This design comes from an exercise in tuning for small area, a short achievable clock period and few clock cycles per item on the open sky130 flow, not from production work. The RTL was checked by simulation tests, not by an equivalence proof against the original design. Power is estimated from default activity; no workload was simulated.

[design.v]
module rc_proto_table (
    input  wire [2:0] proto,        
    output reg  [7:0] sync_count,   
    output reg  [7:0] zero_high,
    output reg  [7:0] zero_low,
    output reg  [7:0] one_high,
    output reg  [7:0] one_low,
    output reg        inverted
);
    always @(*) begin
        case (proto)
            3'd1:    begin sync_count = 8'd31; zero_high = 8'd1; zero_low = 8'd3;  one_high = 8'd3; one_low = 8'd1; inverted = 1'b0; end
            3'd2:    begin sync_count = 8'd10; zero_high = 8'd1; zero_low = 8'd2;  one_high = 8'd2; one_low = 8'd1; inverted = 1'b0; end
            3'd3:    begin sync_count = 8'd71; zero_high = 8'd4; zero_low = 8'd11; one_high = 8'd9; one_low = 8'd6; inverted = 1'b0; end
            3'd4:    begin sync_count = 8'd6;  zero_high = 8'd1; zero_low = 8'd3;  one_high = 8'd3; one_low = 8'd1; inverted = 1'b0; end
            3'd5:    begin sync_count = 8'd14; zero_high = 8'd1; zero_low = 8'd2;  one_high = 8'd2; one_low = 8'd1; inverted = 1'b0; end
            default: begin sync_count = 8'd23; zero_high = 8'd1; zero_low = 8'd2;  one_high = 8'd2; one_low = 8'd1; inverted = 1'b1; end
        endcase
    end
endmodule
module rc_div40 (
    input  wire [6:0] r,
    input  wire [2:0] nib,
    input  wire [8:0] s1,        
    input  wire [8:0] s2,        
    input  wire [8:0] s3,        
    output wire [2:0] q,
    output wire [6:0] r_out
);
    function [8:0] step4;        
        input [8:0] t;
        input [8:0] s1, s2, s3;
        reg   [9:0] a, b, c;
        begin
            a = {1'b0, t} - {1'b0, s1};
            b = {1'b0, t} - {1'b0, s2};
            c = {1'b0, t} - {1'b0, s3};
            if (!c[9])      step4 = {2'd3, c[6:0]};
            else if (!b[9]) step4 = {2'd2, b[6:0]};
            else if (!a[9]) step4 = {2'd1, a[6:0]};
            else            step4 = {2'd0, t[6:0]};
        end
    endfunction
    wire [8:0] hi = step4({r, nib[2:1]}, s1, s2, s3);
    wire [7:0] t0 = {hi[6:0], nib[0]};
    wire [8:0] d0 = {1'b0, t0} - s1;
    assign q     = {hi[8:7], ~d0[8]};
    assign r_out = d0[8] ? t0[6:0] : d0[6:0];
endmodule
module rc_rx (
    input  wire        clk,
    input  wire        rst,
    input  wire        ev_valid,
    output wire        ev_ready,
    input  wire [15:0] ev_dt,
    input  wire        ev_edge,
    input  wire [7:0]  cfg_tol,      
    input  wire        cfg_in_en,    
    input  wire        clr_valid,    
    output reg         res_valid,
    output reg  [31:0] res_value,
    output reg  [7:0]  res_len,
    output reg  [31:0] res_unit,
    output reg  [2:0]  res_proto
);
    localparam [1:0] DV_IDLE = 2'd0, DV_RUN = 2'd1, DV_TAIL = 2'd2, DV_DONE = 2'd3;
    localparam [1:0] SC_WAIT = 2'd0, SC_BND = 2'd1, SC_SCAN = 2'd2, SC_FAIL = 2'd3;
    integer i;
    reg         rdy;                
    reg         rdy_n;              
    reg         a_v, a_e;           
    reg         a_f;                
    reg         a_s;                
    reg  [1:0]  a_ph;               
    reg  [15:0] a_dt;
    reg  [7:0]  a_tol;
    reg         a_big;              
    reg         last_e;             
    reg         ser_c, ser_b;       
    reg         f_le, f_ge, f_z, f_o, f_gt, f_nz;    
    assign ev_ready = rdy;
    wire accept = ev_valid & ~rdy_n;
    reg  [31:0] eacc;               
    reg  [31:0] g;                  
    reg  [12:0] tbo [0:32];         
    reg  [12:0] tbe [0:32];         
    reg  [6:0]  cnt;
    reg         rep;
    reg  [7:0]  t_cur;              
    reg  [9:0]  t_x3;               
    reg         rs;                 
    reg         rst_q;              
    wire in_big = ev_dt > 16'd4300;
    wire in_e   = ev_edge & cfg_in_en;
    wire slow   = ~in_e | ~last_e | (rep & (cnt >= 7'd7) & in_big);
    reg  [1:0]  dv_st;
    reg  [2:0]  dp;
    reg  [8:0]  ds1, ds2, ds3;      
    reg         dv_fresh;           
    reg  [3:0]  dv_j;               
    reg  [2:0]  nib;
    reg  [6:0]  dv_r;
    reg  [29:0] dv_u;
    reg  [2:0]  dq;                 
    reg         dq_v;
    reg  [6:0]  tra;                
    reg  [6:0]  trb;
    reg  [20:0] tq;                 
    reg  [2:0]  tqb;
    reg  [1:0]  sc_st;
    reg  [2:0]  bk;
    reg  [3:0]  kk;
    reg  [22:0] kv;                 
    reg  [2:0]  sp;
    reg  [5:0]  ia, ib;             
    reg  [6:0]  need;               
    reg         fv;                 
    reg  [12:0] x_r, y_r;
    reg  [31:0] scode;
    reg  [29:0] u_cur;
    reg  [20:0] tol_cur;
    reg  [1:0]  tol_c;
    reg  [14:0] zh_lo, zl_lo, oh_lo, ol_lo;
    reg  [13:0] zh_hi, zl_hi, oh_hi, ol_hi;
    wire [31:0] d_eff   = a_f ? eacc : {16'd0, a_dt};
    wire        edge_v  = a_v & a_e;
    wire [17:0] sf      = {2'b00, a_dt} - {1'b0, g[16:0]};
    wire        m_fast  = ~|g[31:17] & ((sf <= 18'd200) | (sf >= 18'h3FF38));
    wire [8:0]  ssum    = {1'b0, eacc[7:0]} + {1'b0, a_dt[7:0]} + {8'd0, ser_c};
    wire [7:0]  sgb     = g[{a_ph, 3'b000} +: 8];
    wire [8:0]  sdif    = {1'b0, ssum[7:0]} - {1'b0, sgb} - {8'd0, ser_b};
    wire        f_gap   = f_nz | f_gt;
    wire        f_match = ser_b ? (f_o & f_ge) : (f_z & f_le);
    wire        sc_avail = need <= cnt;
    wire        sc_done  = (sc_st == SC_FAIL) | ((sc_st == SC_SCAN) & ~fv & ~sc_avail);
    wire        t_ok     = (a_tol == t_cur) & ~rs;
    wire        s_ser    = a_v & a_s;
    wire        ser_last = s_ser & (a_ph == 2'd3);
    wire        act_ok   = ~a_s;
    wire        e_gap    = a_f ? f_gap : a_big;
    wire        e_match  = a_f ? f_match : m_fast;
    wire        dec_big  = edge_v & act_ok & e_gap & e_match & rep & (cnt > 7'd7);
    wire        stall    = (s_ser & ~(~a_e & ser_last)) | (dec_big & ~(t_ok & sc_done));
    wire        consume  = a_v & ~stall;
    wire        publish  = dec_big & ~stall & (sc_st == SC_SCAN);
    wire        act_edge = edge_v & ~stall;
    wire        new_frame = act_edge & (e_gap | (cnt >= 7'd67) | (cnt == 7'd0));
    wire        wr_slot  = edge_v & act_ok & ~e_gap & (cnt < 7'd67) & (cnt != 7'd0);
    wire        t_new    = edge_v & (a_tol != t_cur);
    wire       take     = (sc_st == SC_WAIT) & (dv_st == DV_DONE) & ~rs;
    wire       dv_first = (dv_st == DV_DONE);
    wire       dv_step  = (dv_st == DV_RUN) | (take & (dp != 3'd6));
    wire [7:0] p_sync, p_zh, p_zl, p_oh, p_ol;
    wire       p_inv;
    rc_proto_table u_tab_scan (
        .proto      (sp),
        .sync_count (p_sync),
        .zero_high  (p_zh),
        .zero_low   (p_zl),
        .one_high   (p_oh),
        .one_low    (p_ol),
        .inverted   (p_inv)
    );
    wire [32:0] g33 = {1'b0, g};
    reg [3:0] g_top;
    always @(*) begin
        g_top = 4'd0;
        for (i = 1; i < 11; i = i + 1)
            if (g33[3*i +: 3] != 3'd0) g_top = i[3:0];
    end
    function [2:0] gdig;
        input [32:0] v;
        input [3:0]  j;
        begin
            gdig = v[3*j +: 3];
        end
    endfunction
    wire [2:0] dq_new;
    wire [6:0] dr_new;
    rc_div40 u_step (
        .r     (dv_fresh ? 7'd0 : dv_r),
        .nib   (nib),
        .s1    (ds1),
        .s2    (ds2),
        .s3    (ds3),
        .q     (dq_new),
        .r_out (dr_new)
    );
    function [9:0] tmul2;            
        input [1:0] q;
        input [7:0] t;
        input [9:0] t3;
        begin
            case (q)
                2'd0:    tmul2 = 10'd0;
                2'd1:    tmul2 = {2'b00, t};
                2'd2:    tmul2 = {1'b0, t, 1'b0};
                default: tmul2 = t3;
            endcase
        end
    endfunction
    function [26:0] smul;
        input [2:0] p;
        begin
            case (p)
                3'd1:    smul = {9'd93,  9'd62,  9'd31};
                3'd2:    smul = {9'd30,  9'd20,  9'd10};
                3'd3:    smul = {9'd213, 9'd142, 9'd71};
                3'd4:    smul = {9'd18,  9'd12,  9'd6};
                3'd5:    smul = {9'd42,  9'd28,  9'd14};
                default: smul = {9'd69,  9'd46,  9'd23};
            endcase
        end
    endfunction
    wire [9:0]  tm_lo = tmul2(dq[1:0], t_cur, t_x3);
    wire [9:0]  tm_hi = dq[2] ? {t_cur, 2'b00} : 10'd0;
    wire [11:0] tn = {2'b00, tra, 3'b000} + {2'b00, trb, 3'b000} +
                     {2'b00, tm_lo} + {2'b00, tm_hi};
    reg  [5:0]  tq2;
    reg  [6:0]  trr;
    always @(*) begin
        case (tn[11:7])
            5'd0: begin tq2 = 6'd0; trr = 7'd0; end
            5'd1: begin tq2 = 6'd1; trr = 7'd28; end
            5'd2: begin tq2 = 6'd2; trr = 7'd56; end
            5'd3: begin tq2 = 6'd3; trr = 7'd84; end
            5'd4: begin tq2 = 6'd5; trr = 7'd12; end
            5'd5: begin tq2 = 6'd6; trr = 7'd40; end
            5'd6: begin tq2 = 6'd7; trr = 7'd68; end
            5'd7: begin tq2 = 6'd8; trr = 7'd96; end
            5'd8: begin tq2 = 6'd10; trr = 7'd24; end
            5'd9: begin tq2 = 6'd11; trr = 7'd52; end
            5'd10: begin tq2 = 6'd12; trr = 7'd80; end
            5'd11: begin tq2 = 6'd14; trr = 7'd8; end
            5'd12: begin tq2 = 6'd15; trr = 7'd36; end
            5'd13: begin tq2 = 6'd16; trr = 7'd64; end
            5'd14: begin tq2 = 6'd17; trr = 7'd92; end
            5'd15: begin tq2 = 6'd19; trr = 7'd20; end
            5'd16: begin tq2 = 6'd20; trr = 7'd48; end
            5'd17: begin tq2 = 6'd21; trr = 7'd76; end
            5'd18: begin tq2 = 6'd23; trr = 7'd4; end
            5'd19: begin tq2 = 6'd24; trr = 7'd32; end
            5'd20: begin tq2 = 6'd25; trr = 7'd60; end
            5'd21: begin tq2 = 6'd26; trr = 7'd88; end
            5'd22: begin tq2 = 6'd28; trr = 7'd16; end
            5'd23: begin tq2 = 6'd29; trr = 7'd44; end
            5'd24: begin tq2 = 6'd30; trr = 7'd72; end
            5'd25: begin tq2 = 6'd32; trr = 7'd0; end
            5'd26: begin tq2 = 6'd33; trr = 7'd28; end
            5'd27: begin tq2 = 6'd34; trr = 7'd56; end
            5'd28: begin tq2 = 6'd35; trr = 7'd84; end
            default: begin tq2 = 6'd0; trr = 7'd0; end
        endcase
    end
    wire        big  = |u_cur[29:19];
    wire [18:0] us   = u_cur[18:0];
    wire [22:0] k8   = kk[3] ? {1'b0, us, 3'b000} : kk[2] ? {2'b00, us, 2'b00} : 23'd0;
    wire [22:0] k2   = kk[1] ? {3'b000, us, 1'b0} : 23'd0;
    wire [22:0] k1   = kk[0] ? {4'b0000, us} : 23'd0;
    wire [22:0] kv_n = k8 + k2 + k1;
    wire [24:0] b_lo = {2'b00, kv} - {4'b0000, tol_cur} - {23'd0, tol_c};
    wire [24:0] b_hi = {2'b00, kv} + {4'b0000, tol_cur} + {23'd0, tol_c};
    reg  [3:0]  kb;
    always @(*) begin
        case (bk)
            3'd1:    kb = p_zh[3:0];
            3'd2:    kb = (sp == 3'd3) ? p_oh[3:0] : p_zl[3:0];
            3'd3:    kb = p_zl[3:0];
            default: kb = p_ol[3:0];
        endcase
    end
    wire        big_lo0 = ((kb == 4'd1) & (t_cur >= 8'd100)) | ((kb == 4'd2) & (t_cur >= 8'd200));
    wire [14:0] n_lo = big ? {big_lo0, ~big_lo0, 13'd0} :
                       {b_lo[24], ~b_lo[24] & (|b_lo[23:13]), b_lo[12:0]};
    wire [13:0] n_hi = {big | (|b_hi[24:13]), b_hi[12:0]};
    wire        bnd_last = (sp == 3'd3) ? (bk == 3'd4) : (bk == 3'd2);
    wire [3:0]  kk_n = (bk == 3'd1) ? ((sp == 3'd3) ? p_zl[3:0] : p_oh[3:0]) : p_ol[3:0];
    wire        inv  = (sp == 3'd6);
    wire [12:0] rd_o = tbo[ia];
    wire [12:0] rd_e = tbe[ib];
    function in_rng;
        input [12:0] x;
        input [14:0] lo;
        input [13:0] hi;
        begin
            in_rng = (lo[14] | (~lo[13] & (x >= lo[12:0]))) & (hi[13] | (x <= hi[12:0]));
        end
    endfunction
    wire x_zero  = in_rng(x_r, zh_lo, zh_hi);
    wire x_one   = in_rng(x_r, oh_lo, oh_hi);
    wire is_zero = x_zero & in_rng(y_r, zl_lo, zl_hi);
    wire is_one  = x_one & in_rng(y_r, ol_lo, ol_hi);
    wire x_fail  = (sp == 3'd3) & (bk >= 3'd3) & fv & ~(x_zero | x_one);
    wire sc_fetch = ~rs & (((sc_st == SC_BND) & ~fv) | (sc_st == SC_SCAN)) & sc_avail;
    wire sc_check = ~rs & (sc_st == SC_SCAN) & fv;
    wire sc_take  = ~rs & take;
    wire sc_bnd   = ~rs & (sc_st == SC_BND);
    always @(posedge clk) begin
        rst_q <= rst;
        if (rst) begin
            rdy       <= 1'b0;
            rdy_n     <= 1'b1;
            a_v       <= 1'b0;
        end else begin
            if (accept)
                a_v <= 1'b1;
            else if (consume)
                a_v <= 1'b0;
            rdy   <= ~(accept & slow) & ~(a_v & stall);
            rdy_n <= (accept & slow) | (a_v & stall);
        end
        if (rst_q) begin
            last_e    <= 1'b1;
            eacc      <= 32'd0;
            g         <= 32'd0;
            cnt       <= 7'd0;
            rep       <= 1'b0;
            t_cur     <= 8'd0;
            t_x3      <= 10'd0;
            rs        <= 1'b1;
            dv_st     <= DV_IDLE;
            dp        <= 3'd1;
            sc_st     <= SC_WAIT;
            sp        <= 3'd1;
            fv        <= 1'b0;
        end else begin
            if (accept)
                last_e <= in_e;
            if (s_ser)
                eacc <= {ssum[7:0], eacc[31:8]};
            if (act_edge)
                eacc <= 32'd0;
            if (wr_slot)
                cnt <= cnt + 7'd1;
            rs <= 1'b0;
            if (t_new) begin
                t_cur <= a_tol;
                t_x3  <= {2'b00, a_tol} + {1'b0, a_tol, 1'b0};
                rs    <= 1'b1;
            end
            if (new_frame) begin
                g   <= d_eff;
                cnt <= 7'd1;
                rs  <= 1'b1;
                rep <= e_gap & e_match & ~rep;
            end
            if (rs) begin
                dv_st <= DV_RUN;
                dp    <= 3'd1;
            end else begin
                case (dv_st)
                    DV_RUN:  if (dv_j == 4'd0) dv_st <= DV_TAIL;
                    DV_TAIL: dv_st <= DV_DONE;
                    DV_DONE: begin
                        if (take) begin
                            if (dp == 3'd6) begin
                                dv_st <= DV_IDLE;
                            end else begin
                                dp    <= dp + 3'd1;
                                dv_st <= (dv_j == 4'd0) ? DV_TAIL : DV_RUN;
                            end
                        end
                    end
                    default: ;
                endcase
            end
            if (rs) begin
                sc_st <= SC_WAIT;
                sp    <= 3'd1;
                fv    <= 1'b0;
            end else begin
                if (sc_take)
                    fv <= 1'b0;
                else if (sc_fetch)
                    fv <= 1'b1;
                else if (sc_check)
                    fv <= 1'b0;
                case (sc_st)
                    SC_WAIT: if (take) sc_st <= SC_BND;
                    SC_BND: begin
                        if (x_fail) begin
                            sp    <= sp + 3'd1;
                            sc_st <= SC_WAIT;
                        end else if (bnd_last) begin
                            sc_st <= SC_SCAN;
                        end
                    end
                    SC_SCAN: begin
                        if (fv & ~(is_zero | is_one)) begin
                            if (sp == 3'd6) begin
                                sc_st <= SC_FAIL;
                            end else begin
                                sp    <= sp + 3'd1;
                                sc_st <= SC_WAIT;
                            end
                        end
                    end
                    default: ;
                endcase
            end
        end
    end
    wire res_ld  = rst_q | clr_valid | publish;
    wire res_set = publish & ~rst_q;
    always @(posedge clk) begin
        if (res_ld) begin
            res_valid <= res_set;
            res_value <= {32{res_set}} & scode;
            res_len   <= {8{res_set}} & {2'b00, cnt[6:1] - ((cnt[0]) ? 6'd0 : 6'd1)};
            res_unit  <= {32{res_set}} & {2'b00, u_cur};
            res_proto <= {3{res_set}} & sp;
        end
    end
    always @(posedge clk) begin
        if (~rdy_n) begin
            a_e   <= in_e;
            a_f   <= ~last_e;
            a_s   <= ~in_e | ~last_e;
            a_ph  <= 2'd0;
            a_dt  <= ev_dt;
            a_tol <= cfg_tol;
            a_big <= in_big;
            ser_c <= 1'b0;
            ser_b <= 1'b0;
        end else if (s_ser) begin
            a_ph  <= a_ph + 2'd1;
            a_dt  <= {8'd0, a_dt[15:8]};
            ser_c <= ssum[8];
            ser_b <= sdif[8];
            if (a_ph == 2'd3)
                a_s <= 1'b0;
            case (a_ph)
                2'd0: begin
                    f_le <= sdif[7:0] <= 8'd200;
                    f_ge <= sdif[7:0] >= 8'd56;
                    f_gt <= ssum[7:0] > 8'hCC;
                    f_z  <= 1'b1;
                    f_o  <= 1'b1;
                    f_nz <= 1'b0;
                end
                2'd1: begin
                    f_gt <= (ssum[7:0] > 8'h10) | ((ssum[7:0] == 8'h10) & f_gt);
                    f_z  <= sdif[7:0] == 8'h00;
                    f_o  <= sdif[7:0] == 8'hFF;
                end
                default: begin
                    f_nz <= f_nz | (ssum[7:0] != 8'h00);
                    f_z  <= f_z & (sdif[7:0] == 8'h00);
                    f_o  <= f_o & (sdif[7:0] == 8'hFF);
                end
            endcase
        end
        if (wr_slot) begin
            if (cnt[0])
                tbo[cnt[6:1]] <= d_eff[12:0];
            else
                tbe[cnt[6:1] - 6'd1] <= d_eff[12:0];
        end
        if (dv_step | (dv_st == DV_TAIL))
            dv_r <= dr_new;
        dq    <= dq_new;
        if (rs) begin
            {ds3, ds2, ds1} <= smul(3'd1);
            dv_fresh <= 1'b1;
            dv_j  <= g_top;
            nib   <= gdig(g33, g_top);
            dv_u  <= 30'd0;
            dq_v  <= 1'b0;
            tra   <= 7'd0;
            trb   <= 7'd0;
            tq    <= 21'd0;
            tqb   <= 3'd0;
        end else begin
            if (dq_v) begin
                tra <= trr;
                trb <= tn[6:0];
                tq  <= {tq[17:0] + {12'd0, tqb, 3'b000}, tq2[2:0]};
                tqb <= tq2[5:3];
            end
            if (dv_step) begin
                dv_u  <= {dv_first ? 27'd0 : dv_u[26:0], dq_new};
                dv_fresh <= 1'b0;
                dv_j  <= dv_j - 4'd1;
                nib   <= gdig(g33, dv_j - 4'd1);
                dq_v  <= 1'b1;
                if (dv_j == 4'd0) begin
                    {ds3, ds2, ds1} <= smul(dp + 3'd1);
                    dv_fresh <= 1'b1;
                    dv_j  <= g_top;
                    nib   <= gdig(g33, g_top);
                end
            end else begin
                dq_v  <= 1'b0;
            end
            if (dv_first & dv_step) begin
                tra   <= 7'd0;
                trb   <= 7'd0;
                tq    <= 21'd0;
                tqb   <= 3'd0;
            end
            if ((dv_st == DV_TAIL) & (dv_j != 4'd0) & ({6'd0, nib} < ds1)) begin
                dv_fresh <= 1'b0;
                dv_j  <= dv_j - 4'd1;
                nib   <= gdig(g33, dv_j - 4'd1);
            end
        end
        if (sc_take) begin
            u_cur   <= dv_u;
            tol_cur <= tq + {15'd0, tqb, 3'b000};
            tol_c   <= (({1'b0, tra} + {1'b0, trb}) >= 8'd200) ? 2'd2 :
                       (({1'b0, tra} + {1'b0, trb}) >= 8'd100) ? 2'd1 : 2'd0;
            scode   <= 32'd0;
            ia      <= p_inv ? 6'd1 : 6'd0;
            ib      <= 6'd0;
            need    <= p_inv ? 7'd4 : 7'd3;
            kv      <= (sp == 3'd3) ? {2'b00, dv_u[18:0], 2'b00} : {4'b0000, dv_u[18:0]};
            bk      <= 3'd1;
            kk      <= (sp == 3'd3) ? p_oh[3:0] : p_zl[3:0];
        end
        if (sc_bnd) begin
            kv <= kv_n;
            kk <= kk_n;
            bk <= bk + 3'd1;
            case (bk)
                3'd1: begin
                    zh_lo <= n_lo;  zh_hi <= n_hi;
                    if (sp != 3'd3) begin ol_lo <= n_lo; ol_hi <= n_hi; end
                end
                3'd2: begin
                    oh_lo <= n_lo;  oh_hi <= n_hi;
                    if (sp != 3'd3) begin zl_lo <= n_lo; zl_hi <= n_hi; end
                end
                3'd3: begin zl_lo <= n_lo; zl_hi <= n_hi; end
                3'd4: begin ol_lo <= n_lo; ol_hi <= n_hi; end
                default: ;
            endcase
        end
        if (sc_fetch) begin
            x_r  <= inv ? rd_e : rd_o;
            y_r  <= inv ? rd_o : rd_e;
            ia   <= ia + 6'd1;
            ib   <= ib + 6'd1;
            need <= need + 7'd2;
        end
        if (sc_check)
            scode <= {scode[30:0], ~is_zero};
    end
endmodule
[flow/run.sh]
#!/bin/bash
# The standard layout, with one change: the buffers that ORFS puts on
# every input and output port are buf_4 cells instead of the slow delay
# buffer buffer_ports picks by default. Everything else is standard.sh.
set -euo pipefail
export BUFFER_PORTS_ARGS="-buffer_cell sky130_fd_sc_hd__buf_4"
bash standard.sh > standard.log 2>&1
[standard.sh]
#!/bin/bash
# synth_recipe.tcl (not shown) runs the flow's synth.tcl, then flattens the netlist and writes it again
# the make line also repeats each setting of config.mk as NAME=value (left out here)
make -C /OpenROAD-flow-scripts/flow DESIGN_CONFIG=/design/flow/config.mk WORK_HOME=/design/flow/orfs CLKGATE_MAP_FILE= SYNTH_SCRIPT=/design/flow/synth_recipe.tcl "${@:-finish}"
[config.mk]
export PLATFORM = sky130hd
export DESIGN_NAME = rc_rx
export DESIGN_NICKNAME = rc_rx
export VERILOG_FILES = /design/flow/design.v
export SDC_FILE = /design/flow/constraint.sdc
export NUM_CORES = 4
export LEC_CHECK = 0
export CAP_MARGIN = 20
export CORE_MARGIN = 2
export CORE_UTILIZATION = 40
export CTS_CLUSTER_DIAMETER = 40
export CTS_CLUSTER_SIZE = 40
export SLEW_MARGIN = 20
[constraint.sdc]
create_clock -name core_clock -period 20.0 [get_ports {clk}]
set_input_delay 4.0000 -clock core_clock [delete_from_list [all_inputs] [get_ports {clk}]]
set_output_delay 4.0000 -clock core_clock [all_outputs]
set_load 0.01 [all_outputs]
==> qor.yml, run 1 <==
grt:
  gr-total-overflow: 0
  grt_pass1_vias: 41811
  use_met3: 0.02883
  antenna_found_initial: 6
  grtUsageTotal: 0.1941
  grt-busiest-layer: "met2"
  grt_pass1_wl_microns: 259400
  grt_max_degree: 73
  use_met2: 0.3050
  grt.met1_usage: 0.2746
cells_and_area:
  layout_commonest_cell: "edfxtp_1"
  seq_area_sq_um: 41710
  layout_common_cells: "edfxtp_1, inv_1, ha_1, nor2_1, nand2_1"
  finalCoreUtilization: 0.4630
  nets: 5634
  areaGrowthSynthToFinish_pct: 15.01
  final_layout_size_suffix_gt1_frac: 0.1857
  fillerInstances: 14983
  multiInputGateArea_sq_um: 25210
die:
  start_util: 0.4026
  core_area_sq_um: 171700
  die_x_microns: 419.7
  rows: 152
  die_area_sq_um: 176200
  die_h_microns: 419.7
  io_pins: 107
worst_setup_path:
  crit_family: "flip-flops"
  cp_data_required_time_ps: 16000
  path_cells: "buf_4"
  cpMaxStageDelayCell: "edfxtp_1"
  crit_arrival_ps: 1740
  worstSetupPathType: "flip-flop to output port"
  cp.buffers_inverters: 1
  critPathMaxStageDelay_ps: 710
  worstPathMaxFanout: 1
  end_kind: "output port"
  startpoint_type: "flip-flop"
logic_synthesis:
  postSynthCellCount: 5035
  ys_seq_area_frac: 0.6029
  avgSynthCellArea_sq_um: 13.73
  synth_compound_area_frac: 0.07465
  synthTopCellsByArea: "edfxtp_1, mux4_2, ha_1"
  async_flop_share: 0
  ys_seq_elements: 1455
  synth-main-ff-cell: "edfxtp_1"
  synth_xor_xnor_area_share: 0.01812
  synth_top_family_by_area: "multiplexers"
  synth.distinct_cells: 85
  synthMuxAreaShare: 0.1152
  yosysTopAreaCellShare: 0.5447
  synth_adder_area_share: 0.07217
  syn_area_sq_um: 69140
  synth_edf_count: 1254
  yosys.area.top_type: "edfxtp_1"
  yosys_warnings: 3
  synth-simple-area-share: 0.08158
flow_run:
  cap_violations: 0
sta:
  rsz0062_at_grt: "no"
  max_clock_freq_mhz: 174.2
  min_period_ps: 5740
  tightestPinTransition_ps: 1115
  slew_viol_final: 0
  setup_tns_ps: 0
  setup_viol: 0
  fin_crit_sh: 0.2870
  hold_ws_ps: 430.9
  fin_skew_ps: 29.68
  maxSlewHeadroom: 0.2502
  hold_viol: 0
worst_hold_path:
  hp-class: "flip-flop to flip-flop"
placement:
  dp_hpwl_microns: 115000
  gp_congestion: 0.8970
  io_buffers: 102
detailed_routing:
  ant_nets: 0
  drtPass1Iterations: 8
  wl_per_cell_microns: 22.23
  first_iter_violations: 3991
  vias: 42121
  drc: 0
  post_drt_via_cell_ratio: 5.466
  totalWireLength_microns: 171300
cts:
  clk_latency_ps: 810
  holdBufCountCts: 0
  cts_buffers: 189
  cts_setup_buffers: 0
  path_clk_slew_ps: 60
  cts_tree: "built"
  cts-resized-gates: 0
  cts.path.max_buffers: 3
  cts-root-buf: "clkbuf_16"
  h-tree-depth: 4
  cts_sinks: 1455
power_and_ir_drop:
  leakagePower_nw: 29.18
  p_per_area_nw_per_um2: 93.73
  vdd_drop_max_mv: 0.06691
  fin_total_pwr_w: 0.007453
status:
  status: "finished clean"
## registers in the layout, summed over array words and instances (netlist names), 16 cells and up, named ones only
register and cells:
dv_u 30, res_value 32, kv 23, g 32, tbe 429, scode 32, res_unit 30, tol_cur 21
u_cur 30, tbo 429, a_dt 16, tq 20, eacc 32
## cells by family (layout without fill, tap and decap cells)
logic type	after synthesis	after routing
flops	1455	1455
compound gates	816	816
other cells	1	5
fa+ha+maj	372	372
mux	439	439
simple gates	1176	1176
xor+xnor	143	143
buf+inv	633	990
## synth_stat cells (109+ instances only)
| library cell | instances |
|---|---|
| edfxtp_1 | 1254 |
| inv_1 | 424 |
| nor2_1 | 335 |
| ha_1 | 326 |
| nand2_1 | 286 |
| a21oi_1 | 283 |
| mux4_2 | 281 |
| dfxtp_1 | 201 |
| o21ai_0 | 165 |
| clkbuf_1 | 147 |
| nor3_1 | 129 |
| mux2i_1 | 116 |
| nand3_1 | 109 |
## worst paths after layout
| kind | from | end | slack, ps | cells after the start |
|---|---|---|---|---|
| setup / recovery | res_value[2]$_DFFE_PP_ | res_value[2] | 14260 | 1 |
| hold / removal | dv_u[27]$_SDFFE_PP0N_ | u_cur[27]$_DFFE_PP_ | 430 | 0 |
| setup reg to reg | dq[0]$_DFF_P_ | tra[2]$_SDFFE_PP0P_ | 14630 | 16 |
| hold reg to reg | dv_u[27]$_SDFFE_PP0N_ | u_cur[27]$_DFFE_PP_ | 430 | 0 |
## final cells by class
cell class	count	share of cell area
sequential	1455	0.5245
multi-input combinational	2950	0.3171
clock buffer	218	0.06349
tap	2310	0.03635
timing repair buffer	211	0.02057
inverter	426	0.02011
clock inverter	135	0.01788
antenna	1	0.00003147
## stage by stage
stage / cell area, sq um / cells / setup WS (ps)
3_3_place_gp: 72940 / 7349 / 13920
6_report: 79520 / 7706 / 14260
5_1_grt: 79520 / 7706 / 14220
2_1_floorplan: 69150 / 5038 / 11480
3_5_place_dp: 72990 / 7351 / 14020
4_1_cts: 79460 / 7704 / 14130
## power by group
| part | leakage, nW | internal [W] | switching (W) |
|---|---|---|---|
| sequential | 13.3 | 0.00336 | 0.0000561 |
| combinational | 12.8 | 0.000237 | 0.000379 |
| clock | 3.11 | 0.00202 | 0.00140 |
| total | 29.2 | 0.00562 | 0.00183 |
## routing by layer
metal	up-vias	routed length, microns
li1	19367	-
met4	2	5586
met3	262	9330
met1	21285	76200
met2	1205	80140
met5	-	13
Testbench counts, summed over its fixed seeds: cycles 23,025, events 22,061.
==> run 2, diff against run 1 <==
--- a/design.v
+++ b/design.v
@@ -214,2 +214,11 @@
     endfunction
+    wire [26:0] sm_nxt  = smul(dp + 3'd1);
+    wire [6:0]  s_nxt   = rs ? 7'd31 : sm_nxt[6:0];
+    wire        w4      = (g_top == 4'd4);
+    wire        sk2     = w4 & ({1'b0, g[14:9]} < s_nxt);
+    wire        sk1     = w4 & ~sk2 & ({4'b0000, g[14:12]} < s_nxt);
+    wire [6:0]  r_prep  = sk2 ? {1'b0, g[14:9]} : {4'b0000, g[14:12]};
+    wire [3:0]  j_prep  = sk2 ? 4'd2 : sk1 ? 4'd3 : g_top;
+    wire [2:0]  n_prep  = sk2 ? g[8:6] : sk1 ? g[11:9] : gdig(g33, g_top);
+    wire        prep    = rs | (dv_step & (dv_j == 4'd0));
     wire [9:0]  tm_lo = tmul2(dq[1:0], t_cur, t_x3);
@@ -458,3 +467,5 @@
         end
-        if (dv_step | (dv_st == DV_TAIL))
+        if (prep)
+            dv_r <= r_prep;
+        else if (dv_step)
             dv_r <= dr_new;
@@ -463,5 +474,5 @@
             {ds3, ds2, ds1} <= smul(3'd1);
-            dv_fresh <= 1'b1;
-            dv_j  <= g_top;
-            nib   <= gdig(g33, g_top);
+            dv_fresh <= ~(sk1 | sk2);
+            dv_j  <= j_prep;
+            nib   <= n_prep;
             dv_u  <= 30'd0;
@@ -486,6 +497,6 @@
                 if (dv_j == 4'd0) begin
-                    {ds3, ds2, ds1} <= smul(dp + 3'd1);
-                    dv_fresh <= 1'b1;
-                    dv_j  <= g_top;
-                    nib   <= gdig(g33, g_top);
+                    {ds3, ds2, ds1} <= sm_nxt;
+                    dv_fresh <= ~(sk1 | sk2);
+                    dv_j  <= j_prep;
+                    nib   <= n_prep;
                 end
@@ -500,7 +511,2 @@
             end
-            if ((dv_st == DV_TAIL) & (dv_j != 4'd0) & ({6'd0, nib} < ds1)) begin
-                dv_fresh <= 1'b0;
-                dv_j  <= dv_j - 4'd1;
-                nib   <= gdig(g33, dv_j - 4'd1);
-            end
         end
--- a/config.mk
+++ b/config.mk
@@ -9,5 +9,5 @@
 export CORE_MARGIN = 2
-export CORE_UTILIZATION = 40
-export CTS_CLUSTER_DIAMETER = 40
-export CTS_CLUSTER_SIZE = 40
+export CORE_UTILIZATION = 60
+export CTS_CLUSTER_DIAMETER = 60
+export CTS_CLUSTER_SIZE = 30
 export SLEW_MARGIN = 20
==> run 2 against run 1 <==
Fmax is 4.9% higher. Cell area fell by 4.6%. Hold slack improved by 11 ps. Critical path depth stayed put. Global-route usage increased by 8.1 points. Highest routed layer is now met4.
==> qor.yml, run 2 <==
worst_setup_path:
  startpoint_type: "flip-flop"
  end_kind: "output port"
  crit_arrival_ps: 1470
  worstPathMaxFanout: 1
  critPathMaxStageDelay_ps: 530
  worstSetupPathType: "flip-flop to output port"
  cp_data_required_time_ps: 16000
  crit_family: "flip-flops"
  path_cells: "buf_4"
  r2r_slack_ps: 14890
  rr_startpoint: "dq[0]$_DFF_P_"
  cpMaxStageDelayCell: "edfxtp_1"
  cp.buffers_inverters: 1
  reg2reg_to: "tra[4]$_SDFFE_PP0P_"
  r2r_cells: 16
logic_synthesis:
  ys_seq_elements: 1455
  avgSynthCellArea_sq_um: 13.99
  yosys.area.top_type: "edfxtp_1"
  synth.distinct_cells: 88
  yosys_warnings: 3
  async_flop_share: 0
  syn_area_sq_um: 68780
  synth_common_cells: "edfxtp_1, nor2_1, inv_1"
  synth-main-ff-cell: "edfxtp_1"
  synth.most_common_cell: "edfxtp_1"
  ys_seq_area_frac: 0.6062
  postSynthCellCount: 4917
  synthTopCellsByArea: "edfxtp_1, mux4_2, ha_1"
  synth_edf_count: 1255
  yosysTopAreaCellShare: 0.5480
cells_and_area:
  finalCoreUtilization: 0.6653
  layout_common_cells: "edfxtp_1, inv_1, nor2_1, ha_1, mux4_2"
  final_layout_size_suffix_gt1_frac: 0.1551
  nets: 5457
  instances_no_fill: 6664
  layout_commonest_cell: "edfxtp_1"
  fillerInstances: 8181
  areaGrowthSynthToFinish_pct: 10.31
power_and_ir_drop:
  p_int_w: 0.004809
  p_per_area_nw_per_um2: 85.91
  fin_total_pwr_w: 0.006517
  seq_power_share: 0.523
  pwr-share-clk: 0.380
  leakagePower_nw: 28.39
  swShare: 0.2622
  vdd_drop_max_mv: 0.09661
  p_comb_frac: 0.098
  switching_power_w: 0.001709
flow_run:
  cap_violations: 0
cts:
  holdBufCountCts: 0
  h-tree-depth: 3
  cts_tree: "built"
  clk_latency_ps: 740
  path_clk_slew_ps: 100
  cts_setup_buffers: 0
  cts.path.max_buffers: 3
  cts-resized-gates: 0
  cts_buffers: 110
  cts_sinks: 1455
  cts-root-buf: "clkbuf_16"
worst_hold_path:
  min-delay-start: "dv_u[27]$_SDFFE_PP0N_"
  hold_depth: 0
  hold_end: "u_cur[27]$_DFFE_PP_"
  hp-class: "flip-flop to flip-flop"
detailed_routing:
  wl_per_cell_microns: 24.01
  vias: 41014
  ant_nets: 0
  drc: 0
  first_iter_violations: 4051
  post_drt_via_cell_ratio: 6.155
  totalWireLength_microns: 160000
  drtPass1Iterations: 5
grt:
  grt_pass1_vias: 39612
  grt_max_degree: 74
  grt_pass1_wl_microns: 244300
  antenna_found_initial: 2
  gr-total-overflow: 0
  grtUsageTotal: 0.2750
sta:
  setup_viol: 0
  setup_tns_ps: 0
  maxSlewHeadroom: 0.2473
  max_clock_freq_mhz: 182.7
  slew_viol_final: 0
  min_period_ps: 5473
  fin_skew_ps: 43.14
  fin_crit_sh: 0.2736
  rsz0062_at_grt: "no"
  tightestPinTransition_ps: 1129
  hold_ws_ps: 441.9
  hold_viol: 0
placement:
  dp_hpwl_microns: 108100
  gp_congestion: 0.8839
  place_inst: 6453
  io_buffers: 102
status:
  status: "finished clean"
die:
  io_pins: 107
  die_x_microns: 342.6
  core_area_sq_um: 114000
  die_area_sq_um: 117400
  rows: 124
  die_h_microns: 342.6
  start_util: 0.6031
[run 2: changes by cell type in the layout (fill, tap and decap cells not counted), moves of 26 or more]
cell	previous run	this run
and2_1	18	89
and3_1	28	57
nor3_1	128	87
nor2_2	79	10
clkbuf_16	197	112
a22o_1	5	31
nor2_1	314	343
inv_1	423	349
a21oi_1	279	233
[run 2: area by class of cell]
type / instances / area, sq um / share of cell area
Antenna cell: 1 / 2.502 / 0.00003299
Clock buffer: 114 / 2810 / 0.03704
Clock inverter: 96 / 1350 / 0.01780
Inverter: 354 / 1329 / 0.01752
Multi-Input combinational cell: 2911 / 25110 / 0.3310
Sequential cell: 1455 / 41710 / 0.5498
Tap cell: 1512 / 1892 / 0.02494
Timing Repair Buffer: 221 / 1659 / 0.02187
[run 2: power by group through the flow]
stage                     sequential [W]  combinational (W)  clock (W)
after floorplan                  0.00345           0.000466          0
after global placement           0.00348           0.000620          0
after detailed placement         0.00348           0.000630          0
after CTS                        0.00341           0.000634    0.00252
after global routing             0.00341           0.000705    0.00262
final                            0.00341           0.000638    0.00247
[run 2: logic make-up (layout without fill, tap and decap cells)]
family	count (synthesis)	in the layout	synth area share
DFF	1455	1455	0.6062
and+or+nand+nor	1145	1145	0.07899
AOI/OAI and AO/OA	793	793	0.07564
buffers and inverters	554	785	0.03060
muxes	447	447	0.1167
adders and majority gates	374	374	0.07295
xor gates and xnor gates	148	148	0.01885
other	1	5	0.00005452
[run 2: per-stage QoR]
stage | setup slack (ps) | area, sq um
after detailed placement | 13880 | 71690
after global routing | 14480 | 75860
after CTS | 14510 | 75850
final | 14530 | 75860
after global placement | 13850 | 71690
after floorplan | 11700 | 68790
[run 2: worst max-delay path by stage]
stage                          from                   end  cells past startpoint
2_1_floorplan     a_dt[0]$_DFFE_PP_  res_len[0]$_DFFE_PP_                     14
3_3_place_gp               ev_dt[1]      rdy_n$_SDFF_PP1_                      9
3_5_place_dp               ev_dt[1]      rdy_n$_SDFF_PP1_                      9
4_1_cts        res_len[4]$_DFFE_PP_            res_len[4]                      1
5_1_grt          dv_fresh$_DFFE_PP_     dv_r[5]$_DFFE_PP_                     18
6_report       res_len[4]$_DFFE_PP_            res_len[4]                      1
[run 2: layer usage]
| layer | vias to the layer above | wire, microns | global-route usage | share of wire |
|---|---|---|---|---|
| met3 | 208 | 11740 | 0.04106 | 0.073 |
| met5 | - | 0 | 0 | 0 |
| met2 | 1335 | 72420 | 0.4181 | 0.45 |
| met1 | 20662 | 72620 | 0.4241 | 0.45 |
| li1 | 18809 | - | - | - |
| met4 | 0 | 3210 | 0.06159 | 0.020 |
Testbench counts of run 2, summed over its fixed seeds: cycles 22,746, events 22,061.
==> run 3, diff against run 2 <==
--- a/design.v
+++ b/design.v
@@ -302,3 +302,4 @@
     wire x_fail  = (sp == 3'd3) & (bk >= 3'd3) & fv & ~(x_zero | x_one);
-    wire sc_fetch = ~rs & (((sc_st == SC_BND) & ~fv) | (sc_st == SC_SCAN)) & sc_avail;
+    wire sc_byp   = wr_slot & (need == cnt + 7'd1);
+    wire sc_fetch = ~rs & (((sc_st == SC_BND) & ~fv) | (sc_st == SC_SCAN)) & (sc_avail | sc_byp);
     wire sc_check = ~rs & (sc_st == SC_SCAN) & fv;
@@ -545,3 +546,3 @@
             x_r  <= inv ? rd_e : rd_o;
-            y_r  <= inv ? rd_o : rd_e;
+            y_r  <= sc_byp ? d_eff[12:0] : inv ? rd_o : rd_e;
             ia   <= ia + 6'd1;
--- a/config.mk
+++ b/config.mk
@@ -9,3 +9,3 @@
 export CORE_MARGIN = 2
-export CORE_UTILIZATION = 60
+export CORE_UTILIZATION = 67
 export CTS_CLUSTER_DIAMETER = 60
==> run 3 against run 2 <==
Critical endpoint is now res_value[24]. Sequential power about the same. Flip-flop and latch count stayed put. Still clean. Combinational power fell by 3.9%. Register-to-register slack worse by 140 ps. Clock skew increased by 19 ps. Via count up 2.4%. Final cell count is 1.4% lower. Fmax up 2.7%. Cell area up 0.40%. Largest power group unchanged.
==> qor.yml, run 3 <==
worst_setup_path:
  crit_family: "flip-flops"
  critPathMaxStageDelay_ps: 430
  reg2reg_to: "need[2]$_DFFE_PN_"
  crit_arrival_ps: 1330
  r2r_slack_ps: 14750
  worstPathMaxFanout: 1
  worstSetupPathType: "flip-flop to output port"
  cp_data_required_time_ps: 16000
  rr_startpoint: "a_f$_DFFE_PN_"
  cp-startpoint: "res_value[24]$_DFFE_PP_"
  path_cells: "buf_4"
  r2r_cells: 12
  crit_path_end: "res_value[24]"
  worst-path-stages: 1
  startpoint_type: "flip-flop"
  cp.buffers_inverters: 1
  end_kind: "output port"
  cpMaxStageDelayCell: "edfxtp_1"
logic_synthesis:
  yosysTopAreaCellShare: 0.5432
  synthTopCellsByArea: "edfxtp_1, mux4_2, ha_1"
  synth-main-ff-cell: "edfxtp_1"
  yosys_warnings: 3
  ys_seq_elements: 1455
  synth-simple-area-share: 0.08030
  synth.distinct_cells: 82
  syn_area_sq_um: 69370
  synth.most_common_cell: "edfxtp_1"
  synth_common_cells: "edfxtp_1, inv_1, nor2_1"
  synth_adder_area_share: 0.07229
  synth_xor_xnor_area_share: 0.01970
  synthMuxAreaShare: 0.1162
  synth_top_family_by_area: "multiplexers"
  yosys.area.top_type: "edfxtp_1"
  synth_compound_area_frac: 0.07844
  ys_seq_area_frac: 0.6010
  synth_edf_count: 1255
  avgSynthCellArea_sq_um: 13.87
  postSynthCellCount: 5000
  async_flop_share: 0
die:
  rows: 118
  die_area_sq_um: 106100
  core_area_sq_um: 103100
  io_pins: 107
  die_h_microns: 325.8
  die_x_microns: 325.8
  start_util: 0.6732
cts:
  cts_setup_buffers: 0
  clk_latency_ps: 750
  holdBufCountCts: 0
  cts.path.max_buffers: 3
  cts_buffers: 103
  cts_tree: "built"
  cts_sinks: 1455
  h-tree-depth: 3
  cts-root-buf: "clkbuf_16"
  path_clk_slew_ps: 100
  cts-resized-gates: 0
detailed_routing:
  first_iter_violations: 4840
  totalWireLength_microns: 162800
  ant_nets: 0
  vias: 42013
  post_drt_via_cell_ratio: 6.391
  drtPass1Iterations: 6
  drc: 0
  wl_per_cell_microns: 24.76
sta:
  tightestPinTransition_ps: 1190
  setup_tns_ps: 0
  hold_viol: 0
  fin_crit_sh: 0.2664
  fin_skew_ps: 61.68
  min_period_ps: 5329
  setup_viol: 0
  maxSlewHeadroom: 0.1843
  rsz0062_at_grt: "no"
  slew_viol_final: 0
  max_clock_freq_mhz: 187.7
cells_and_area:
  finalCoreUtilization: 0.7391
  areaGrowthSynthToFinish_pct: 9.790
  nets: 5507
  instances_no_fill: 6574
  fin_area_sq_um: 76160
  final_layout_size_suffix_gt1_frac: 0.1515
  layout_common_cells: "edfxtp_1, inv_1, nor2_1, ha_1, mux4_2"
  layout_commonest_cell: "edfxtp_1"
  diodes: 0
status:
  status: "finished clean"
grt:
  gr-total-overflow: 0
  grt_max_degree: 81
  grtUsageTotal: 0.3089
  antenna_found_initial: 1
  grt_pass1_wl_microns: 248300
  grt_pass1_vias: 40343
placement:
  placed_area_sq_um: 71980
  gp_congestion: 0.9044
  io_buffers: 102
  place_inst: 6377
  dp_hpwl_microns: 109700
flow_run:
  cap_violations: 0
worst_hold_path:
  hp-class: "flip-flop to flip-flop"
power_and_ir_drop:
  leakagePower_nw: 27.99
  vdd_drop_max_mv: 0.09935
  p_per_area_nw_per_um2: 84.76
run 3: area by class of cell:
| class | count | area, sq um |
|---|---|---|
| clock inverters | 89 | 1511 |
| repair buffers | 204 | 1584 |
| flip-flops and latches | 1455 | 41720 |
| clock buffers | 106 | 2589 |
| well taps | 1380 | 1727 |
| fillers | 6634 | 26890 |
| multi-input cells | 2967 | 25620 |
| inverters | 373 | 1411 |
run 3: worst min path at each step:
stage / startpoint / end / slack, ps / cells past startpoint
after floorplan: dv_u[27]$_SDFFE_PP0N_ / u_cur[27]$_DFFE_PP_ / 410 / 0
after global placement: dv_u[27]$_SDFFE_PP0N_ / u_cur[27]$_DFFE_PP_ / 420 / 0
after detailed placement: dv_u[27]$_SDFFE_PP0N_ / u_cur[27]$_DFFE_PP_ / 420 / 0
after CTS: dv_u[28]$_SDFFE_PP0N_ / u_cur[28]$_DFFE_PP_ / 450 / 0
after global routing: dv_u[28]$_SDFFE_PP0N_ / u_cur[28]$_DFFE_PP_ / 450 / 0
final: dv_u[28]$_SDFFE_PP0N_ / u_cur[28]$_DFFE_PP_ / 450 / 0
run 3: through the flow:
stage                     power, W  setup slack (ps)  hold WS [ps]
final                     0.006455             14670         447.3
after global routing      0.006652             14400         451.9
after CTS                 0.006478             14410         446.3
after detailed placement  0.004076             14190         416.0
after global placement    0.004064             14200         417.5
after floorplan           0.003895             11510         408.6
run 3: cell families (layout without fill, tap and decap cells):
group           after synthesis  after routing
fa+ha+maj                   374            374
other cells                   1              4
simple gates               1147           1147
mux                         452            452
flops                      1455           1455
buf+inv                     581            772
compound gates              834            834
xor+xnor                    156            156
run 3: worst register-to-register path, stage by stage, from the launching register on:
cell and delay [ps]:
edfxtp_1 330, buf_4 400, o21ai_0 490, nand3_1 270
a21oi_1 60, nand2_1 480, nor4_4 90, buf_4 250
inv_1 80, a211o_1 530, inv_2 450, nor2_1 830
inv_1 590
run 3: power breakdown:
part / switching (W) / total (W) / internal (W)
registers: 0.0000498 / 0.00340 / 0.00335
logic: 0.000378 / 0.000613 / 0.000235
clock network: 0.00131 / 0.00244 / 0.00113
total: 0.00174 / 0.00646 / 0.00472
run 3: routing by layer:
metal  track usage  vias up  wire length, microns
met3       0.03715      223                 11450
met2        0.4929     1649                 77200
met4       0.07544        2                  3608
met5             0        -                    13
met1        0.4619    21105                 70520
li1              -    19034                     -
Testbench counts of run 3, summed over its fixed seeds: cycles 22,687, events 22,061.
==> run 4, diff against run 3 <==
--- a/config.mk
+++ b/config.mk
@@ -9,3 +9,3 @@
 export CORE_MARGIN = 2
-export CORE_UTILIZATION = 67
+export CORE_UTILIZATION = 60
 export CTS_CLUSTER_DIAMETER = 60
==> run 4 against run 3 <==
Flip-flop and latch count did not move. Wire length shrank 1.0%. Core utilization fell by 7.1 points. Power up 0.97%. Combinational power barely moved. Hold slack worse by 7.4 ps. Sequential power about the same. Via count decreased by 1.7%. Synthesized cell count stayed put.
==> qor.yml, run 4 <==
status:
  status: "finished clean"
logic_synthesis:
  synth_edf_count: 1255
  synth-main-ff-cell: "edfxtp_1"
  ys_seq_area_frac: 0.6010
  yosys.area.top_type: "edfxtp_1"
  postSynthCellCount: 5000
  syn_area_sq_um: 69370
  synthTopCellsByArea: "edfxtp_1, mux4_2, ha_1"
  yosysTopAreaCellShare: 0.5432
  yosys_warnings: 3
  async_flop_share: 0
  ys_seq_elements: 1455
  synth.distinct_cells: 82
  synth_common_cells: "edfxtp_1, inv_1, nor2_1"
  synth.most_common_cell: "edfxtp_1"
  avgSynthCellArea_sq_um: 13.87
detailed_routing:
  vias: 41285
  ant_nets: 0
  totalWireLength_microns: 161200
  post_drt_via_cell_ratio: 6.139
  drc: 0
  first_iter_violations: 3928
  wl_per_cell_microns: 23.96
  drtPass1Iterations: 8
die:
  die_area_sq_um: 118400
  rows: 124
  die_x_microns: 344.0
  core_area_sq_um: 114500
  start_util: 0.6059
  io_pins: 107
  die_h_microns: 344.0
sta:
  setup_viol: 0
  fin_crit_sh: 0.2651
  max_clock_freq_mhz: 188.6
  hold_viol: 0
  maxSlewHeadroom: 0.2124
  fin_skew_ps: 46.09
  rsz0062_at_grt: "no"
  slew_viol_final: 0
  setup_tns_ps: 0
  min_period_ps: 5302
  tightestPinTransition_ps: 1149
grt:
  antenna_found_initial: 1
  gr-total-overflow: 0
  grt_pass1_vias: 39622
  grtUsageTotal: 0.2734
  grt_pass1_wl_microns: 245000
  grt_max_degree: 80
worst_setup_path:
  cp.buffers_inverters: 1
  rr_startpoint: "a_f$_DFFE_PN_"
  end_kind: "output port"
  crit_family: "flip-flops"
  cp-startpoint: "res_value[3]$_DFFE_PP_"
  worstSetupPathType: "flip-flop to output port"
  worstPathMaxFanout: 1
  cp_data_required_time_ps: 16000
  path_cells: "buf_4"
  crit_arrival_ps: 1300
  critPathMaxStageDelay_ps: 410
  startpoint_type: "flip-flop"
  cpMaxStageDelayCell: "edfxtp_1"
cts:
  clk_latency_ps: 750
  cts-resized-gates: 0
  cts-root-buf: "clkbuf_16"
  path_clk_slew_ps: 90
  holdBufCountCts: 0
  cts_buffers: 116
  cts_sinks: 1455
  cts_tree: "built"
  cts.path.max_buffers: 3
  h-tree-depth: 3
  cts_setup_buffers: 0
placement:
  dp_hpwl_microns: 110400
  gp_congestion: 0.9052
  io_buffers: 102
  place_inst: 6504
cells_and_area:
  layout_common_cells: "edfxtp_1, inv_1, ha_1, nor2_1, mux4_2"
  fillerInstances: 8272
  areaGrowthSynthToFinish_pct: 10.20
  seq_area_sq_um: 41720
  layout_commonest_cell: "edfxtp_1"
  final_layout_size_suffix_gt1_frac: 0.1540
  multiInputGateArea_sq_um: 25650
  instances_no_fill: 6725
  nets: 5514
  diodes: 0
  finalCoreUtilization: 0.6677
flow_run:
  cap_violations: 0
power_and_ir_drop:
  leakagePower_nw: 28.09
  p_per_area_nw_per_um2: 85.26
  vdd_drop_max_mv: 0.1132
worst_hold_path:
  hp-class: "flip-flop to flip-flop"
  min-delay-start: "dv_u[29]$_SDFFE_PP0N_"
## run 4: through the flow
step	total power (W)	hold slack [ps]	setup slack [ps]	cell area, sq um
after floorplan	0.003895	408.6	11510	69380
after global routing	0.006731	460.0	14330	76450
final	0.006518	439.9	14700	76450
after detailed placement	0.004077	425.7	14120	72110
after CTS	0.006555	441.9	14620	76380
after global placement	0.004069	417.9	14210	72090
## run 4: final timing paths
kind	to	slack [ps]	depth (start not counted)
worst min register to register	u_cur[29]$_DFFE_PP_	440	0
worst max-delay path	res_value[3]	14700	1
worst max register to register	need[4]$_SDFFCE_PN0N_	14780	13
worst min-delay path	u_cur[29]$_DFFE_PP_	440	0
## run 4: kinds of logic (layout without fill, tap and decap cells)
logic type | count (synthesis) | after routing | share of synthesized area
DFF | 1455 | 1455 | 0.6010
muxes | 452 | 452 | 0.1162
xor gates and xnor gates | 156 | 156 | 0.01970
and+or+nand+nor | 1147 | 1147 | 0.08030
adders and majority gates | 374 | 374 | 0.07229
AOI/OAI and AO/OA | 834 | 834 | 0.07844
other | 1 | 4 | 0.00005406
buffers and inverters | 581 | 791 | 0.03207
## run 4: per-layer routing
layer,track usage,routed length (microns)
met5,0,0
met4,0.05824,3258
met3,0.03996,10760
met2,0.4137,73290
met1,0.4252,73840
## run 4: final cells by class
cell class	count	share of cell area
Sequential cell	1455	0.5457
Multi-Input combinational cell	2967	0.3355
Clock buffer	129	0.04003
Tap cell	1512	0.02475
Timing Repair Buffer	198	0.01980
Inverter	373	0.01848
Clock inverter	91	0.01578
## run 4: where the power goes
part / internal (W) / leakage, nW / switching, W / total, W
Sequential: 0.00336 / 13.3 / 0.0000493 / 0.00340
Combinational: 0.000234 / 12.7 / 0.000378 / 0.000612
Clock: 0.00125 / 2.08 / 0.00125 / 0.00250
==> run 5, diff against run 4 <==
--- a/design.v
+++ b/design.v
@@ -68,2 +68,17 @@
     integer i;
+    function ge13;
+        input [12:0] a;
+        input [12:0] b;
+        integer j;
+        reg gt, eq;
+        begin
+            gt = 1'b0;
+            eq = 1'b1;
+            for (j = 12; j >= 0; j = j - 1) begin
+                gt = gt | (eq & a[j] & ~b[j]);
+                eq = eq & (a[j] | ~b[j]) & (~a[j] | b[j]);
+            end
+            ge13 = gt | eq;
+        end
+    endfunction
     reg         rdy;                
@@ -133,3 +148,3 @@
     wire        f_match = ser_b ? (f_o & f_ge) : (f_z & f_le);
-    wire        sc_avail = need <= cnt;
+    wire        sc_avail = ge13({6'd0, cnt}, {6'd0, need});
     wire        sc_done  = (sc_st == SC_FAIL) | ((sc_st == SC_SCAN) & ~fv & ~sc_avail);
@@ -294,3 +309,3 @@
         begin
-            in_rng = (lo[14] | (~lo[13] & (x >= lo[12:0]))) & (hi[13] | (x <= hi[12:0]));
+            in_rng = (lo[14] | (~lo[13] & ge13(x, lo[12:0]))) & (hi[13] | ge13(hi[12:0], x));
         end
==> run 5 against run 4 <==
Still clean on timing, DRC and antenna. Cell area shrank 1.5%. Area after synthesis shrank 1.4%. Wire length shrank 2.8%. Largest cell class unchanged. Largest power group unchanged.
==> qor.yml, run 5 <==
worst_setup_path:
  crit_family: "flip-flops"
  startpoint_type: "flip-flop"
  cp.buffers_inverters: 1
  end_kind: "output port"
  cp_data_required_time_ps: 16000
  worstPathMaxFanout: 1
  crit_arrival_ps: 1460
  path_cells: "buf_4"
  r2r_cells: 12
  cpMaxStageDelayCell: "edfxtp_1"
  r2r_slack_ps: 14690
  rr_startpoint: "cnt[1]$_SDFFE_PP0P_"
  worstSetupPathType: "flip-flop to output port"
  critPathMaxStageDelay_ps: 520
cts:
  clk_latency_ps: 760
  cts_tree: "built"
  cts_setup_buffers: 0
  cts_sinks: 1455
  h-tree-depth: 3
  cts_buffers: 111
  cts-resized-gates: 0
  cts.path.max_buffers: 3
  holdBufCountCts: 0
  cts-root-buf: "clkbuf_16"
  path_clk_slew_ps: 70
grt:
  grt_pass1_wl_microns: 240300
  antenna_found_initial: 1
  grt_max_degree: 73
  gr-total-overflow: 0
  grtUsageTotal: 0.2707
  grt_pass1_vias: 39671
placement:
  dp_hpwl_microns: 106300
  io_buffers: 102
  gp_congestion: 0.8961
  dpl_worst_slack_ps: 13900
  placed_area_sq_um: 71270
cells_and_area:
  layout_commonest_cell: "edfxtp_1"
  layout_common_cells: "edfxtp_1, nor2_1, inv_1, mux4_2, nand2_1"
  final_layout_size_suffix_gt1_frac: 0.1635
  nets: 5319
  fin_area_sq_um: 75300
  fillerInstances: 8052
  diodes: 0
  finalCoreUtilization: 0.6675
  areaGrowthSynthToFinish_pct: 10.11
power_and_ir_drop:
  p_per_area_nw_per_um2: 85.86
  vdd_drop_max_mv: 0.1046
  leakagePower_nw: 26.91
die:
  die_area_sq_um: 116700
  io_pins: 107
  die_x_microns: 341.6
  start_util: 0.6062
  rows: 123
  core_area_sq_um: 112800
  die_h_microns: 341.6
sta:
  rsz0062_at_grt: "no"
  fin_skew_ps: 53.48
  min_period_ps: 5458
  setup_viol: 0
  setup_tns_ps: 0
  tightestPinTransition_ps: 1201
  fin_ws_ps: 14540
  maxSlewHeadroom: 0.1933
  slew_viol_final: 0
  hold_viol: 0
  max_clock_freq_mhz: 183.2
  fin_crit_sh: 0.2729
detailed_routing:
  drtPass1Iterations: 6
  drc: 0
  wl_per_cell_microns: 23.69
  first_iter_violations: 3540
  vias: 40348
  ant_nets: 0
  totalWireLength_microns: 156700
  post_drt_via_cell_ratio: 6.101
logic_synthesis:
  syn_area_sq_um: 68390
  ys_seq_area_frac: 0.6096
  avgSynthCellArea_sq_um: 14.02
  synth.distinct_cells: 104
  yosys.area.top_type: "edfxtp_1"
  yosysTopAreaCellShare: 0.5511
  postSynthCellCount: 4879
  async_flop_share: 0
  ys_seq_elements: 1455
  synth.most_common_cell: "edfxtp_1"
  synth_edf_count: 1255
  synthTopCellsByArea: "edfxtp_1, mux4_2, dfxtp_1"
  yosys_warnings: 3
  synth_common_cells: "edfxtp_1, nor2_1, inv_1"
  synth-main-ff-cell: "edfxtp_1"
worst_hold_path:
  hold_end: "u_cur[27]$_DFFE_PP_"
  min-delay-start: "dv_u[27]$_SDFFE_PP0N_"
  hold_depth: 0
  hp-class: "flip-flop to flip-flop"
flow_run:
  cap_violations: 0
status:
  status: "finished clean"
[run 5: area by class of cell]
type                       instances  area (sq um)  area share
multi-input combinational       2914         24800      0.3294
clock inverter                    93          1155     0.01534
tap                             1500          1877     0.02492
inverter                         306          1156     0.01535
clock buffer                     117          2831     0.03760
sequential                      1455         41710      0.5540
timing repair buffer             228          1764     0.02343
[run 5: worst max-delay path by stage]
stage / start / end / depth (start not counted)
after floorplan: clr_valid / res_len[0]$_DFFE_PP_ / 2
after global placement: ev_dt[1] / rdy_n$_SDFF_PP1_ / 9
after detailed placement: ev_dt[1] / rdy_n$_SDFF_PP1_ / 9
after CTS: cnt[0]$_SDFFE_PP0P_ / flip-flop / 13
after global routing: cnt[2]$_SDFFE_PP0P_ / flip-flop / 13
final: res_len[2]$_DFFE_PP_ / res_len[2] / 1
[run 5: cell families after synthesis]
family                     after synthesis  synth area share
xor gates and xnor gates               172           0.02203
adders and majority gates              306           0.05977
other                                    1        0.00005484
AOI/OAI and AO/OA                      840           0.08283
DFF                                   1455            0.6096
muxes                                  435            0.1149
buffers and inverters                  513           0.02918
and+or+nand+nor                       1157           0.08162
[run 5: worst reg2reg max path: stages, from the launching register on]
cell,delay (ps)
dfxtp_1,630
ha_1,400
nand3_1,160
nor2_1,350
o2111ai_1,230
a2111oi_4,350
buf_4,330
inv_1,80
a211o_1,510
inv_2,640
nor2_1,410
inv_1,700
mux2_2,410
[run 5: routing by layer]
layer	vias up	share of wire	GRT usage	wire length [microns]
li1	18734	-	-	-
met1	20209	0.44	0.3876	68250
met2	1164	0.47	0.4315	74350
met3	241	0.058	0.04228	9014
met4	0	0.032	0.08443	5068
met5	-	0	0	0
[run 5: where the power goes]
part           total (W)  internal [W]  switching [W]
clock network    0.00239       0.00119        0.00120
registers        0.00341       0.00336      0.0000512
logic           0.000670      0.000260       0.000410
total            0.00647       0.00481        0.00166
[run 5: through the flow]
stage                     hold WS (ps)  instances  power, W
after global placement           418.2       6399  0.004132
after detailed placement         417.3       6402  0.004145
after floorplan                  408.6       4882  0.003946
after CTS                        437.7       6612  0.006507
final                            437.4       6613  0.006465
after global routing             448.3       6613  0.006696
Testbench counts of run 5, summed over its fixed seeds: cycles 22,687, events 22,061.
==> run 6, diff against run 5 <==
--- a/design.v
+++ b/design.v
@@ -317,4 +317,5 @@
     wire x_fail  = (sp == 3'd3) & (bk >= 3'd3) & fv & ~(x_zero | x_one);
-    wire sc_byp   = wr_slot & (need == cnt + 7'd1);
-    wire sc_fetch = ~rs & (((sc_st == SC_BND) & ~fv) | (sc_st == SC_SCAN)) & (sc_avail | sc_byp);
+    wire sc_byp   = wr_slot & (cnt == need - 7'd1);
+    wire sc_load  = ~rs & (((sc_st == SC_BND) & ~fv) | (sc_st == SC_SCAN));
+    wire sc_fetch = sc_load & (sc_avail | sc_byp);
     wire sc_check = ~rs & (sc_st == SC_SCAN) & fv;
@@ -559,5 +560,7 @@
         end
-        if (sc_fetch) begin
+        if (sc_load) begin
             x_r  <= inv ? rd_e : rd_o;
             y_r  <= sc_byp ? d_eff[12:0] : inv ? rd_o : rd_e;
+        end
+        if (sc_fetch) begin
             ia   <= ia + 6'd1;
==> run 6 against run 5 <==
Cell area about the same. Flip-flop and latch count unchanged. Count of clock-buffer cells in the layout up 1. Sequential share of layout area about the same. Area after synthesis up 0.13%. Synthesized cell count up 1.0%. Global-route usage up 0.19 points. Register-to-register slack worse by 210 ps. Clock skew down 6.5 ps. Wire length up 1.2%. Non-clock buffer count down 40. Via count up 1.2%. Critical path type is now flip-flop to flip-flop. Critical endpoint is now dv_r[5]$_DFFE_PP_. Highest routed layer is now met5.
==> qor.yml, run 6 <==
flow_run:
  cap_violations: 0
worst_setup_path:
  rr_startpoint: "dv_fresh$_DFFE_PP_"
  startpoint_type: "flip-flop"
  worstPathMaxFanout: 10
  r2r_cells: 18
  r2r_slack_ps: 14480
  cp-startpoint: "dv_fresh$_DFFE_PP_"
  reg2reg_to: "dv_r[5]$_DFFE_PP_"
  end_kind: "flip-flop"
  cp_data_required_time_ps: 20430
  crit_path_end: "dv_r[5]$_DFFE_PP_"
  crit_arrival_ps: 5950
  worstSetupPathType: "flip-flop to flip-flop"
cells_and_area:
  diodes: 0
  layout_common_cells: "edfxtp_1, nor2_1, inv_1, nand2_1, mux4_2"
  multiInputGateArea_sq_um: 25120
  instances_no_fill: 6618
  fillerInstances: 8081
  layout_commonest_cell: "edfxtp_1"
  nets: 5330
  final_layout_size_suffix_gt1_frac: 0.1585
  areaGrowthSynthToFinish_pct: 10.00
  fin_area_sq_um: 75320
  seq_area_sq_um: 41710
logic_synthesis:
  synth_adder_area_share: 0.06081
  yosys.area.top_type: "edfxtp_1"
  ys_seq_elements: 1455
  synth_xor_xnor_area_share: 0.02047
  yosysTopAreaCellShare: 0.5504
  postSynthCellCount: 4930
  syn_area_sq_um: 68470
  synth_top_family_by_area: "multiplexers"
  synthTopCellsByArea: "edfxtp_1, mux4_2, dfxtp_1"
  ys_seq_area_frac: 0.6089
  synth_compound_area_frac: 0.07808
  synth_common_cells: "edfxtp_1, nor2_1, inv_1"
  synth-main-ff-cell: "edfxtp_1"
  async_flop_share: 0
  synth-simple-area-share: 0.08670
  synth.distinct_cells: 93
  synth.most_common_cell: "edfxtp_1"
  synthMuxAreaShare: 0.1170
  avgSynthCellArea_sq_um: 13.89
  synth_edf_count: 1255
  yosys_warnings: 3
die:
  rows: 123
  core_area_sq_um: 112800
  die_x_microns: 341.8
  die_area_sq_um: 116800
  io_pins: 107
  die_h_microns: 341.8
  start_util: 0.6070
detailed_routing:
  post_drt_via_cell_ratio: 6.171
  drtPass1Iterations: 5
  totalWireLength_microns: 158500
  first_iter_violations: 3668
  vias: 40837
  drc: 0
  wl_per_cell_microns: 23.95
  ant_nets: 0
power_and_ir_drop:
  swShare: 0.2583
  fin_total_pwr_w: 0.006447
  p_int_w: 0.004781
  vdd_drop_max_mv: 0.1022
  p_per_area_nw_per_um2: 85.59
  seq_power_share: 0.527
  p_comb_frac: 0.097
  leakagePower_nw: 26.77
  pwr-share-clk: 0.376
  switching_power_w: 0.001666
cts:
  cts.path.max_buffers: 3
  holdBufCountCts: 0
  cts-resized-gates: 0
  cts_sinks: 1455
  cts_buffers: 110
  h-tree-depth: 3
  cts_tree: "built"
  clk_latency_ps: 760
  cts-root-buf: "clkbuf_16"
  path_clk_slew_ps: 70
  cts_setup_buffers: 0
sta:
  maxSlewHeadroom: 0.2467
  hold_viol: 0
  setup_tns_ps: 0
  fin_skew_ps: 47.01
  max_clock_freq_mhz: 181.2
  fin_crit_sh: 0.2760
  tightestPinTransition_ps: 1130
  rsz0062_at_grt: "no"
  slew_viol_final: 0
  hold_ws_ps: 442.7
  setup_viol: 0
  min_period_ps: 5520
placement:
  dp_hpwl_microns: 105000
  placed_area_sq_um: 71180
  io_buffers: 102
  gp_congestion: 0.8963
  place_inst: 6409
grt:
  gr-total-overflow: 0
  antenna_found_initial: 4
  grt_pass1_vias: 39752
  grt_pass1_wl_microns: 240900
  grtUsageTotal: 0.2726
  grt_max_degree: 73
worst_hold_path:
  hp-class: "flip-flop to flip-flop"
status:
  status: "finished clean"
## run 6: power by group through the flow
| stage | logic, W | registers [W] | clock network (W) |
|---|---|---|---|
| finish | 0.000623 | 0.00340 | 0.00243 |
| global route | 0.000696 | 0.00340 | 0.00258 |
| global placement | 0.000607 | 0.00347 | 0 |
| CTS | 0.000619 | 0.00340 | 0.00247 |
| detailed placement | 0.000615 | 0.00347 | 0 |
| floorplan | 0.000456 | 0.00345 | 0 |
## run 6: kinds of logic after synthesis
| family | after synthesis |
|---|---|
| AO/OA/AOI/OAI | 816 |
| other | 1 |
| flip-flops | 1455 |
| multiplexers | 451 |
| adder cells (fa/ha/maj) | 313 |
| AND/OR/NAND/NOR | 1228 |
| buffers and inverters | 506 |
| XOR/XNOR | 160 |
## run 6: worst min path at each step
| stage | start | to | slack [ps] | cells past startpoint |
|---|---|---|---|---|
| 6_report | dv_u[29]$_SDFFE_PP0N_ | u_cur[29]$_DFFE_PP_ | 440 | 0 |
| 5_1_grt | dv_u[29]$_SDFFE_PP0N_ | u_cur[29]$_DFFE_PP_ | 440 | 0 |
| 4_1_cts | eacc[15]$_SDFFE_PP0P_ | eacc[7]$_SDFFE_PP0P_ | 440 | 2 |
| 3_5_place_dp | dv_u[27]$_SDFFE_PP0N_ | u_cur[27]$_DFFE_PP_ | 420 | 0 |
| 3_3_place_gp | dv_u[29]$_SDFFE_PP0N_ | u_cur[29]$_DFFE_PP_ | 420 | 0 |
| 2_1_floorplan | dv_u[27]$_SDFFE_PP0N_ | u_cur[27]$_DFFE_PP_ | 410 | 0 |
## run 6: metal layers
layer,global-route usage,up-vias,wire length [microns]
li1,-,18831,-
met1,0.3975,20495,69220
met2,0.4289,1296,73920
met3,0.04922,213,11570
met4,0.06874,2,3797
met5,0,-,13
## run 6: cell type report
class	count	area share
clock buffers	118	0.03723
clock inverters	89	0.01684
inverters	296	0.01475
multi-input cells	2972	0.3334
flip-flops and latches	1455	0.5538
well taps	1500	0.02492
repair buffers	188	0.01905
## run 6: stage by stage
| step | util | setup WS (ps) |
|---|---|---|
| 6_report | 0.6677 | 14480 |
| 5_1_grt | 0.6677 | 14010 |
| 4_1_cts | 0.6671 | 14490 |
| 3_5_place_dp | 0.6310 | 14170 |
| 3_3_place_gp | 0.6310 | 14110 |
| 2_1_floorplan | - | 11200 |
## run 6: worst max-delay path: stages, from the launching register on
cell and delay [ps]:
edfxtp_1 510, nor2b_1 270, ha_1 310, a21o_1 190, a21oi_1 230, o21ai_0 140, a21oi_1 650, a21boi_0 540
nand2b_1 300, a21oi_1 130, ha_1 230, a21o_1 160, a21oi_1 160, nor2b_1 100, o41ai_1 510, o221ai_2 360
nand4b_1 210, xnor2_1 120, o21ai_0 100
Testbench counts of run 6, summed over its fixed seeds: cycles 22,687, events 22,061.

Re-timed with assumed drivers on the ports (clkbuf_16 on the clock, buf_2 on other inputs), run 6 has 14.480 ns of setup slack against 14.480 ns with ideal ports, and 14.149 ns once port delays also move by the mid clock arrival of 0.811 ns.
